From an optimization exercise on the open Yosys and OpenROAD flow, aimed at small area, a short achievable clock period and few clock cycles; shortcuts taken in it are not production practice.
At most, simulation tests tie the RTL to the original design; equivalence was not proved.
Power and IR drop assume default switching activity.

Design st7032_encoder, start of the top module:
module st7032_encoder (
    input  wire        clk,
    input  wire        rst,         
    input  wire        cmd_valid,
    output reg         cmd_ready,
    input  wire [15:0] cmd_word,
    input  wire [15:0] cmd_len,
    input  wire        pay_valid,
    output reg         pay_ready,
    input  wire [7:0]  pay_data,
    output reg         rsp_valid,
    output reg  [2:0]  rsp_result,
    output reg  [7:0]  rsp_data,
    output reg  [3:0]  rsp_step,
    output reg         ev_valid,
    input  wire        ev_ready,
    output wire [2:0]  ev_kind,
    output reg  [7:0]  ev_data,
    input  wire        ev_ok,
    input  wire [7:0]  ev_rdata
);
    localparam [2:0] EV_CFG   = 3'd0;
    localparam [2:0] EV_BEGIN = 3'd1;
    localparam [2:0] EV_WRITE = 3'd2;
    localparam [2:0] EV_END   = 3'd3;
    localparam [2:0] EV_REQ   = 3'd4;
    localparam [2:0] EV_WAIT  = 3'd5;
    localparam [2:0] R_OK        = 3'd0;
    localparam [2:0] R_IGNORED   = 3'd1;
    localparam [2:0] R_NOT_READY = 3'd2;
    localparam [2:0] R_BUS_ERROR = 3'd3;
    localparam [2:0] R_READ_FAIL = 3'd4;
    localparam [2:0] R_INVALID   = 3'd5;
    localparam [4:0] S_CFG   = {2'd0, EV_CFG};
    localparam [4:0] S_BEGIN = {2'd0, EV_BEGIN};
    localparam [4:0] S_WSEL  = {2'd0, EV_WRITE};
    localparam [4:0] S_WBYTE = {2'd1, EV_WRITE};
    localparam [4:0] S_END   = {2'd0, EV_END};
    localparam [4:0] S_REQ   = {2'd0, EV_REQ};
    localparam [4:0] S_WAIT1 = {2'd1, EV_WAIT};
    localparam [4:0] S_WAIT2 = {2'd2, EV_WAIT};
    localparam [4:0] S_WAIT3 = {2'd3, EV_WAIT};
    reg [4:0]  st;          
    reg [3:0]  op;          
    reg        ready;       
    reg        lines2;      
    reg        bv;          
    reg [15:0] c;           
    wire [7:0] b = rsp_data;
    wire [3:0] s = rsp_step;
    assign ev_kind = st[2:0];
    wire is_init  = (op == 4'h0);
    wire is_avail = (op == 4'h1);
    wire is_pseq  = (op == 4'h3);
    wire is_data  = (op[3:1] == 3'b001);
    wire in_wsel  = (st == S_WSEL);
    wire in_write = (st[2:0] == EV_WRITE);
    wire in_end   = (st == S_END);
    wire in_req   = (st == S_REQ);
    wire in_wait  = (st[2:0] == EV_WAIT);
    wire [3:0] w_op = cmd_word[15:12];
    wire [2:0] w_f  = cmd_word[10:8];
  ...
Size in the first run: ~500 cells after synthesis, about 55 flip-flops, roughly 4300 sq um of cells after synthesis.
clock: 4.0 ns
lec_check: 0
cap_margin: 20
core_margin: 2
core_utilization: 40
setup_slack_margin: 0
slew_margin: 20
standard.sh (not shown) runs the stock make flow with config.mk's settings and CLKGATE_MAP_FILE= SYNTH_SCRIPT=/design/flow/synth_recipe.tcl, a recipe that flattens the netlist after the stock synthesis.
==> flow/flow/run.sh <==
#!/bin/bash
set -euo pipefail
cd "$(dirname "$0")/.."
export BUFFER_PORTS_ARGS="-buffer_cell sky130_fd_sc_hd__buf_1"
bash standard.sh finish > make_finish.log 2>&1
Then changed:
--- a/flow/config.mk
+++ b/flow/config.mk
@@ -9,4 +9,4 @@
 export CORE_MARGIN = 2
 export CORE_UTILIZATION = 40
-export SETUP_SLACK_MARGIN = 0
+export SETUP_SLACK_MARGIN = 2.0
 export SLEW_MARGIN = 20
The new run completed without violations.
Die area is unchanged.
Worst setup slack improves by 0.61 ns.
Routed wire length increases by 10%.
No run of this note included a check of the RTL's function; only the layout flow was run.

oak:
st7032_encoder, a different RTL version from the one above (not shown whole).
Size: about 390 cells after synthesis, ~45 flip-flops, about 0.0032 sq mm of cells after synthesis.
==> flow/config.mk <==
export PLATFORM = sky130hd
export DESIGN_NAME = st7032_encoder
export DESIGN_NICKNAME = st7032_encoder
export VERILOG_FILES = /design/flow/design.v
export SDC_FILE = /design/flow/constraint.sdc
export NUM_CORES = 4
export LEC_CHECK = 0
export CAP_MARGIN = 20
export CORE_MARGIN = 2
export CORE_UTILIZATION = 40
export SETUP_SLACK_MARGIN = 2.1
export SLEW_MARGIN = 20
==> flow/constraint.sdc <==
create_clock -name core_clock -period 4.0 [get_ports {clk}]
set_input_delay 0.8000 -clock core_clock [delete_from_list [all_inputs] [get_ports {clk}]]
set_output_delay 0.8000 -clock core_clock [all_outputs]
set_load 0.01 [all_outputs]
==> flow/flow/run.sh <==
#!/bin/bash
set -euo pipefail
cd "$(dirname "$0")/.."
export BUFFER_PORTS_ARGS="-buffer_cell sky130_fd_sc_hd__buf_1"
DU="sky130_fd_sc_hd__probe_p_8 sky130_fd_sc_hd__probec_p_8 sky130_fd_sc_hd__lpflow_bleeder_1 sky130_fd_sc_hd__lpflow_clkbufkapwr_1 sky130_fd_sc_hd__lpflow_clkbufkapwr_16 sky130_fd_sc_hd__lpflow_clkbufkapwr_2 sky130_fd_sc_hd__lpflow_clkbufkapwr_4 sky130_fd_sc_hd__lpflow_clkbufkapwr_8 sky130_fd_sc_hd__lpflow_clkinvkapwr_1 sky130_fd_sc_hd__lpflow_clkinvkapwr_16 sky130_fd_sc_hd__lpflow_clkinvkapwr_2 sky130_fd_sc_hd__lpflow_clkinvkapwr_4 sky130_fd_sc_hd__lpflow_clkinvkapwr_8 sky130_fd_sc_hd__lpflow_decapkapwr_12 sky130_fd_sc_hd__lpflow_decapkapwr_3 sky130_fd_sc_hd__lpflow_decapkapwr_4 sky130_fd_sc_hd__lpflow_decapkapwr_6 sky130_fd_sc_hd__lpflow_decapkapwr_8 sky130_fd_sc_hd__lpflow_inputiso0n_1 sky130_fd_sc_hd__lpflow_inputiso0p_1 sky130_fd_sc_hd__lpflow_inputiso1n_1 sky130_fd_sc_hd__lpflow_inputiso1p_1 sky130_fd_sc_hd__lpflow_inputisolatch_1 sky130_fd_sc_hd__lpflow_isobufsrc_1 sky130_fd_sc_hd__lpflow_isobufsrc_16 sky130_fd_sc_hd__lpflow_isobufsrc_2 sky130_fd_sc_hd__lpflow_isobufsrc_4 sky130_fd_sc_hd__lpflow_isobufsrc_8 sky130_fd_sc_hd__lpflow_isobufsrckapwr_16 sky130_fd_sc_hd__lpflow_lsbuf_lh_hl_isowell_tap_1 sky130_fd_sc_hd__lpflow_lsbuf_lh_hl_isowell_tap_2 sky130_fd_sc_hd__lpflow_lsbuf_lh_hl_isowell_tap_4 sky130_fd_sc_hd__lpflow_lsbuf_lh_isowell_4 sky130_fd_sc_hd__lpflow_lsbuf_lh_isowell_tap_1 sky130_fd_sc_hd__lpflow_lsbuf_lh_isowell_tap_2 sky130_fd_sc_hd__lpflow_lsbuf_lh_isowell_tap_4"
for c in or4_1 or4_2 or4_4 or4b_1 or4b_2 or4b_4 or4bb_1 or4bb_2 or4bb_4 nor4_1 nor4_2 nor4_4 nor4b_1 nor4b_2 nor4b_4 nor4bb_1 nor4bb_2 nor4bb_4 or3_1 or3_2 or3_4 or3b_1 or3b_2 or3b_4; do
  DU="$DU sky130_fd_sc_hd__$c"
done
bash standard.sh "DONT_USE_CELLS=$DU" finish > make_finish.log 2>&1
Testbench counts of oak, summed over its fixed seeds: cycles 6,320.
Input-level comparison between pine and oak:
Settings: swapping 2.1 for 1.8 in SETUP_SLACK_MARGIN.
### Flow results
- oak has higher wire length than pine.
- pine ends up with a switching part of the total power that is 0.25 points higher than in oak.
- Re power attributed to the clock group: oak and pine aren't equal, and the lower value belongs to pine.
- On total power: pine sits below oak.
- Against oak, the final cell area of pine is lower.
### pine -> birch
Settings: CORE_UTILIZATION: 40 -> 65.
Notes after the runs:
- Compared pine against birch; clock share of power within noise.
- For pine, the termination of the worst setup path was c[5], unlike birch, where it was st[0].
- [compare] base=pine new=birch: hold slack grew by 0.0078 ns, fmax held steady, worst endpoint required time shrank by 0.12 ns, combinational cell fraction of total power grew by 0.3 points, met2 track demand over resource grew by 23 points.
- Of the two candidates, pine has the worse worst setup slack and birch the better one.
- Synthesis-to-finish area growth in birch vs pine: down 0.91 points
- In the metrics for birch and pine, the one carrying the higher number of gates resized after cts is birch.
- NOTE power pine->birch increased slightly
The inputs of maple differ from those of birch as listed below.
Settings: an added CTS_CLUSTER_DIAMETER of 150; a change of CORE_UTILIZATION from 65 to 40; an added CTS_CLUSTER_SIZE of 60.
### Flow results
Delta(routed wire length, maple - birch) < 0. [diff] sum of internal, switching and leakage power, maple relative to birch: improvement. Critical setup path kind = in2reg: maple; critical setup path kind = reg2reg: birch. The internal cell power in maple was higher than what birch gave.

The RTL this note starts from:
==> flow/design.v <==
module st7032_encoder (
    input  wire        clk,
    input  wire        rst,         
    input  wire        cmd_valid,
    output reg         cmd_ready,
    input  wire [15:0] cmd_word,
    input  wire [15:0] cmd_len,
    input  wire        pay_valid,
    output wire        pay_ready,
    input  wire [7:0]  pay_data,
    output reg         rsp_valid,
    output reg  [2:0]  rsp_result,
    output wire [7:0]  rsp_data,
    output wire [3:0]  rsp_step,
    output reg         ev_valid,
    input  wire        ev_ready,
    output wire [2:0]  ev_kind,
    output wire [7:0]  ev_data,
    input  wire        ev_ok,
    input  wire [7:0]  ev_rdata
);
    localparam [2:0] EV_CFG   = 3'd0;
    localparam [2:0] EV_BEGIN = 3'd1;
    localparam [2:0] EV_WRITE = 3'd2;
    localparam [2:0] EV_END   = 3'd3;
    localparam [2:0] EV_REQ   = 3'd4;
    localparam [2:0] EV_WAIT  = 3'd5;
    localparam [2:0] R_OK        = 3'd0;
    localparam [2:0] R_IGNORED   = 3'd1;
    localparam [2:0] R_NOT_READY = 3'd2;
    localparam [2:0] R_BUS_ERROR = 3'd3;
    localparam [2:0] R_READ_FAIL = 3'd4;
    localparam [2:0] R_INVALID   = 3'd5;
    localparam integer I_CFG   = 0;
    localparam integer I_BEGIN = 1;
    localparam integer I_WSEL  = 2;
    localparam integer I_WBYTE = 3;
    localparam integer I_END   = 4;
    localparam integer I_REQ   = 5;
    localparam integer I_WAIT  = 6;
    localparam [6:0] S_CFG   = 7'd1 << I_CFG;
    localparam [6:0] S_BEGIN = 7'd1 << I_BEGIN;
    localparam [6:0] S_WSEL  = 7'd1 << I_WSEL;
    localparam [6:0] S_WBYTE = 7'd1 << I_WBYTE;
    localparam [6:0] S_END   = 7'd1 << I_END;
    localparam [6:0] S_REQ   = 7'd1 << I_REQ;
    localparam [6:0] S_WAIT  = 7'd1 << I_WAIT;
    reg [6:0]  st;          
    reg [3:0]  op;          
    reg        ready;       
    reg        lines2;      
    reg [7:0]  b;           
    reg [15:0] c;           
    reg        pm;          
    reg        dv;          
    reg        sf;          
    wire busy = !cmd_ready;
    wire idle = cmd_ready;
    wire is_init  = (op == 4'h0);
    wire is_avail = (op == 4'h1);
    wire is_pseq  = (op == 4'h3);
    wire is_data  = (op[3:1] == 3'b001);
    wire in_write = st[I_WSEL] || st[I_WBYTE];
    assign ev_kind   = {st[I_REQ] || st[I_WAIT],
                        in_write || st[I_END],
                        st[I_BEGIN] || st[I_END] || st[I_WAIT]};
    assign ev_data   = b;
    reg        pmw, pmv;
    assign pay_ready = (pmw && ev_ready) || pmv;
    assign rsp_data  = b & {8{dv}};
    assign rsp_step  = ~c[3:0] & {4{sf}};
    wire [3:0] w_op = cmd_word[15:12];
    wire [2:0] w_f  = cmd_word[10:8];
    wire [7:0] w_a  = cmd_word[7:0];
    wire w_is2  = (w_op == 4'h2);
    wire w_isA  = (w_op == 4'hA);
    wire w_isB  = (w_op == 4'hB);
    wire w_is7  = (w_op == 4'h7);
    wire w_is6  = (w_op == 4'h6);
    wire w_use_alo = w_is2 || w_isA || w_isB;                  
    wire w_use_a7  = w_is2 || w_isB;                           
    wire w_use_f0  = (w_op == 4'h0) || w_is6 || w_is7 ||
                     (w_op == 4'h8) || (w_op == 4'h9) || w_isB;
    wire w_use_f1  = w_is6 || w_is7;
    wire w_invalid = cmd_word[11] || (w_op == 4'hF) ||
                     ((|w_a[6:0]) && !w_use_alo) || (w_a[7] && !w_use_a7) ||
                     (w_f[0] && !w_use_f0) || (w_f[1] && !w_use_f1) ||
                     (w_f[2] && !w_is7);
    wire w_open   = (w_op[3:1] == 3'b000);    
    wire w_notrdy = !w_open && !ready;
    wire w_ignore = (w_op == 4'hB) && w_f[0] && !lines2;
    wire w_run    = !w_invalid && !w_notrdy && !w_ignore;
    wire w_init   = (w_op == 4'h0) && !w_invalid;
    wire [2:0] w_res = w_invalid ? R_INVALID : w_notrdy ? R_NOT_READY :
                       w_ignore ? R_IGNORED : R_OK;
    wire [6:0] w_st  = (w_op == 4'h0) ? S_CFG : (w_op[3:2] == 2'b11) ? S_REQ : S_BEGIN;
    wire [2:0] c_f = c[10:8];
    wire [7:0] c_a = c[7:0];
    reg  [7:0] cbyte;
    always @(*) begin
        case (op)
            4'h0: begin
                case (~c[3:0])
                    4'd1:    cbyte = 8'h38;
                    4'd2:    cbyte = 8'h39;
                    4'd3:    cbyte = 8'h14;
                    4'd4:    cbyte = 8'h79;
                    4'd5:    cbyte = 8'h50;
                    4'd6:    cbyte = 8'h6C;
                    4'd7:    cbyte = 8'h0C;
                    4'd8:    cbyte = 8'h01;
                    default: cbyte = 8'h06;
                endcase
            end
            4'h2:    cbyte = c_a;
            4'h4:    cbyte = 8'h01;
            4'h5:    cbyte = 8'h02;
            4'h6:    cbyte = {6'b000001, c_f[1:0]};
            4'h7:    cbyte = {5'b00001, c_f};
            4'h8:    cbyte = {5'b00011, c_f[0], 2'b00};
            4'h9:    cbyte = {5'b00010, c_f[0], 2'b00};
            4'hA:    cbyte = {1'b1, c_a[6:0]};
            default: cbyte = {1'b1, c_a[6] ^ c_f[0], c_a[5:0]};
        endcase
    end
    reg [7:0] rd_byte;
    always @(*) begin
        case (op[1:0])
            2'b00:   rd_byte = ev_rdata;                   
            2'b01:   rd_byte = {7'b0, ev_rdata[7]};        
            default: rd_byte = {1'b0, ev_rdata[6:0]};      
        endcase
    end
    wire step1 = (c[3:0] == ~4'd1);
    wire step9 = (c[3:0] == ~4'd9);
    wire err   = rsp_result[0];           
    wire acc  = cmd_valid && cmd_ready;
    wire fire = ev_valid && ev_ready;
    wire take = pay_valid && pay_ready;
    wire f_cfg   = fire && st[I_CFG];
    wire f_begin = fire && st[I_BEGIN];
    wire f_write = fire && in_write;
    wire f_end   = fire && st[I_END];
    wire f_req   = fire && st[I_REQ];
    wire f_wait  = fire && st[I_WAIT];
    wire f_wait1 = f_wait && b[1:0] == 2'd1;
    wire f_wait2 = f_wait && b[1:0] == 2'd2;
    wire f_wait3 = f_wait && b[1:0] == 2'd3;
    wire f_cbyte   = f_write && st[I_WSEL] && !is_pseq;
    wire pay_wait  = f_write && !take && pm;
    wire init_adv  = (f_wait1 && is_init && !err && !step1 && !step9) || f_wait2;
    wire init_bad  = f_wait1 && is_init && err;
    wire done = f_req || f_wait3 || (f_end && (is_avail || is_data)) ||
                (f_wait1 && (!is_init || err));
    always @(posedge clk) begin
        if (rst) begin
            cmd_ready <= 1'b1;
            rsp_valid <= 1'b0;
        end else if (acc) begin
            cmd_ready <= !w_run;
            rsp_valid <= !w_run;
        end else if (done) begin
            cmd_ready <= 1'b1;
            rsp_valid <= 1'b1;
        end
    end
    wire v_n = rst ? 1'b0 : acc ? w_run : (done || pay_wait) ? 1'b0 :
               take ? 1'b1 : ev_valid;
    always @(posedge clk)
        ev_valid <= v_n;
    always @(posedge clk) begin
        if (rst)
            ready <= 1'b0;
        else if (acc && w_init)
            ready <= 1'b0;
        else if (f_wait3)
            ready <= 1'b1;
    end
    always @(posedge clk)
        if (acc && w_init)
            lines2 <= w_f[0];
    always @(posedge clk)
        if (idle)
            op <= w_op;
    always @(posedge clk)
        if (idle)
            st <= w_st;
        else if (f_cfg || init_adv)
            st <= S_BEGIN;
        else if (f_begin)
            st <= is_avail ? S_END : S_WSEL;
        else if (f_write)
            st <= (take || pm || f_cbyte) ? S_WBYTE : S_END;
        else if (f_end)
            st <= S_WAIT;
    always @(posedge clk)
        if (acc)
            rsp_result <= w_res;
        else if (f_req)
            rsp_result <= {!ev_ok, 2'b00};
        else if (f_end)
            rsp_result <= {1'b0, {2{!is_avail && !ev_ok}}};
    always @(posedge clk)
        if (acc)
            dv <= 1'b0;
        else if (f_req)
            dv <= ev_ok;
        else if (f_end)
            dv <= is_avail;
    always @(posedge clk)
        if (acc)
            sf <= 1'b0;
        else if (init_bad)
            sf <= 1'b1;
    wire pm_n = rst ? 1'b0 : acc ? (w_run && (w_op == 4'h3) && (cmd_len != 16'd0)) :
                take ? (c != 16'd1) : pm;
    always @(posedge clk) begin
        pm  <= pm_n;
        pmw <= pm_n && !acc && (in_write || f_begin);
        pmv <= pm_n && !v_n;
    end
    wire        dec = take || init_adv;
    wire [15:0] cz;                       
    assign cz[0] = 1'b1;
    genvar gi;
    generate
        for (gi = 1; gi < 16; gi = gi + 1) begin : g_cz
            assign cz[gi] = cz[gi - 1] && !c[gi - 1];
        end
    endgenerate
    wire [15:0] w_c = (w_op == 4'h3) ? cmd_len :
                      {cmd_len[15:11], cmd_word[10:4], cmd_word[3:1] | {3{w_op == 4'h0}}, cmd_word[0]};
    wire [15:0] c_dec = c ^ (cz & {16{dec}});
    always @(posedge clk) begin
        c[15:4] <= idle ? w_c[15:4] : c_dec[15:4];
        c[3:0]  <= acc  ? w_c[3:0]  : c_dec[3:0];     
    end
    wire ld_sel  = f_begin;
    wire ld_3e   = acc || init_adv;
    wire ld_w    = f_end;                 
    wire ld_w23  = f_wait1 && is_init && (step1 || step9);
    wire b_hold  = !(ld_3e || ld_sel || f_cbyte || take || ld_w || ld_w23 || f_req);
    always @(posedge clk)
        b <= ({8{ld_3e}}             & 8'h3E)                     |
             ({8{ld_sel}}            & {1'b0, is_data, 6'b0})     |
             ({8{f_cbyte}}           & cbyte)                     |
             ({8{take}}              & pay_data)                  |
             ({8{ld_w}}              & {7'b0, ev_ok || !is_avail}) |
             ({8{ld_w23}}            & {6'b0, 1'b1, step9})      |
             ({8{f_req}}             & rd_byte)                   |
             ({8{b_hold}}            & b);
endmodule
==> flow/config.mk <==
export PLATFORM = sky130hd
export DESIGN_NAME = st7032_encoder
export DESIGN_NICKNAME = st7032_encoder
export VERILOG_FILES = /design/flow/design.v
export SDC_FILE = /design/flow/constraint.sdc
export NUM_CORES = 4
export LEC_CHECK = 0
export CAP_MARGIN = 0
export CORE_MARGIN = 2
export CORE_UTILIZATION = 40
export SETUP_SLACK_MARGIN = 1.8
export SLEW_MARGIN = 0
==> flow/constraint.sdc <==
create_clock -name core_clock -period 4.0 [get_ports {clk}]
set_input_delay 0.8000 -clock core_clock [delete_from_list [all_inputs] [get_ports {clk}]]
set_output_delay 0.8000 -clock core_clock [all_outputs]
set_load 0.01 [all_outputs]
Scripts as last shown in full above: flow/flow/run.sh
Testbench counts at the start, summed over its fixed seeds: cycles 6,320.
Change:
--- a/flow/config.mk
+++ b/flow/config.mk
@@ -6,7 +6,7 @@
 export NUM_CORES = 4
 export LEC_CHECK = 0
-export CAP_MARGIN = 0
+export CAP_MARGIN = 20
 export CORE_MARGIN = 2
 export CORE_UTILIZATION = 40
-export SETUP_SLACK_MARGIN = 1.8
-export SLEW_MARGIN = 0
+export SETUP_SLACK_MARGIN = 1.9
+export SLEW_MARGIN = 20
After rerunning: Clock skew hardly moves. Power is higher by about 0.7%. Utilization is higher by 1.4 points. Setup slack gets better by 0.091 ns. Final cell count is higher by 0.86%. Die area does not change.
Change:
--- a/flow/config.mk
+++ b/flow/config.mk
@@ -9,4 +9,4 @@
 export CORE_MARGIN = 2
 export CORE_UTILIZATION = 40
-export SETUP_SLACK_MARGIN = 1.9
+export SETUP_SLACK_MARGIN = 1.75
 export SLEW_MARGIN = 20
After rerunning:
- The changed run went through all stages and came out clean
- hold slack gets worse by 0.013 ns
- sequential cell count is unchanged
- final area is lower by 1.6%
- wire length increases by about 1.4%
- sequential share of layout area rises by 0.41 points
- total power is higher by about 0.7%
- global-route usage hardly moves
- combinational power hardly moves
- utilization goes down by 0.81 points

afterwards: timing with drivers on the ports:
The results above use ideal ports. As a check the final layouts listed here were re-extracted and re-timed, cells and wires unchanged. Step 1, drivers: a clkbuf_16 drives clk and a buf_2 each remaining input, both assumed. Step 2 times the ports against the registers' clock, not the clock port: input delays grow and output delays shrink by t, the midpoint of the rising clock arrivals with the driver on. a / b / c = ideal ports / drivers / drivers and shift; a / b = the first two.
run | t, ns | setup WS [ns] | hold slack, ns | worst data-port slew with drivers (ns)
the first run of note 1 | 0.356 | 1.156 / 1.168 / 0.812 | 0.622 / 0.622 / 0.622 | 0.05
the second run of note 1 | 0.348 | 1.765 / 1.765 / 1.446 | 0.635 / 0.635 / 0.635 | 0.06
oak | 0.336 | 1.905 / 1.894 / 1.559 | 0.502 / 0.502 / 0.502 | 0.05
pine | 0.333 | 1.849 / 1.856 / 1.524 | 0.485 / 0.485 / 0.485 | 0.04
birch | 0.334 | 1.853 / 1.853 / 1.530 | 0.493 / 0.493 / 0.493 | 0.04
maple | 0.333 | 1.849 / 1.856 / 1.524 | 0.485 / 0.485 / 0.485 | 0.04
the first run of note 3 | 0.338 | 1.885 / 1.881 / 1.559 | 0.496 / 0.496 / 0.496 | 0.04
the second run of note 3 | 0.341 | 1.976 / 1.945 / 1.624 | 0.497 / 0.497 / 0.497 | 0.05
the third run of note 3 | 0.331 | 1.886 / 1.870 / 1.557 | 0.484 / 0.484 / 0.484 | 0.04
After both steps every run listed still meets setup and hold. The setup slack of the second run of note 3, which loses most, moves by -0.031 ns with the drivers and by -0.352 ns with both steps.
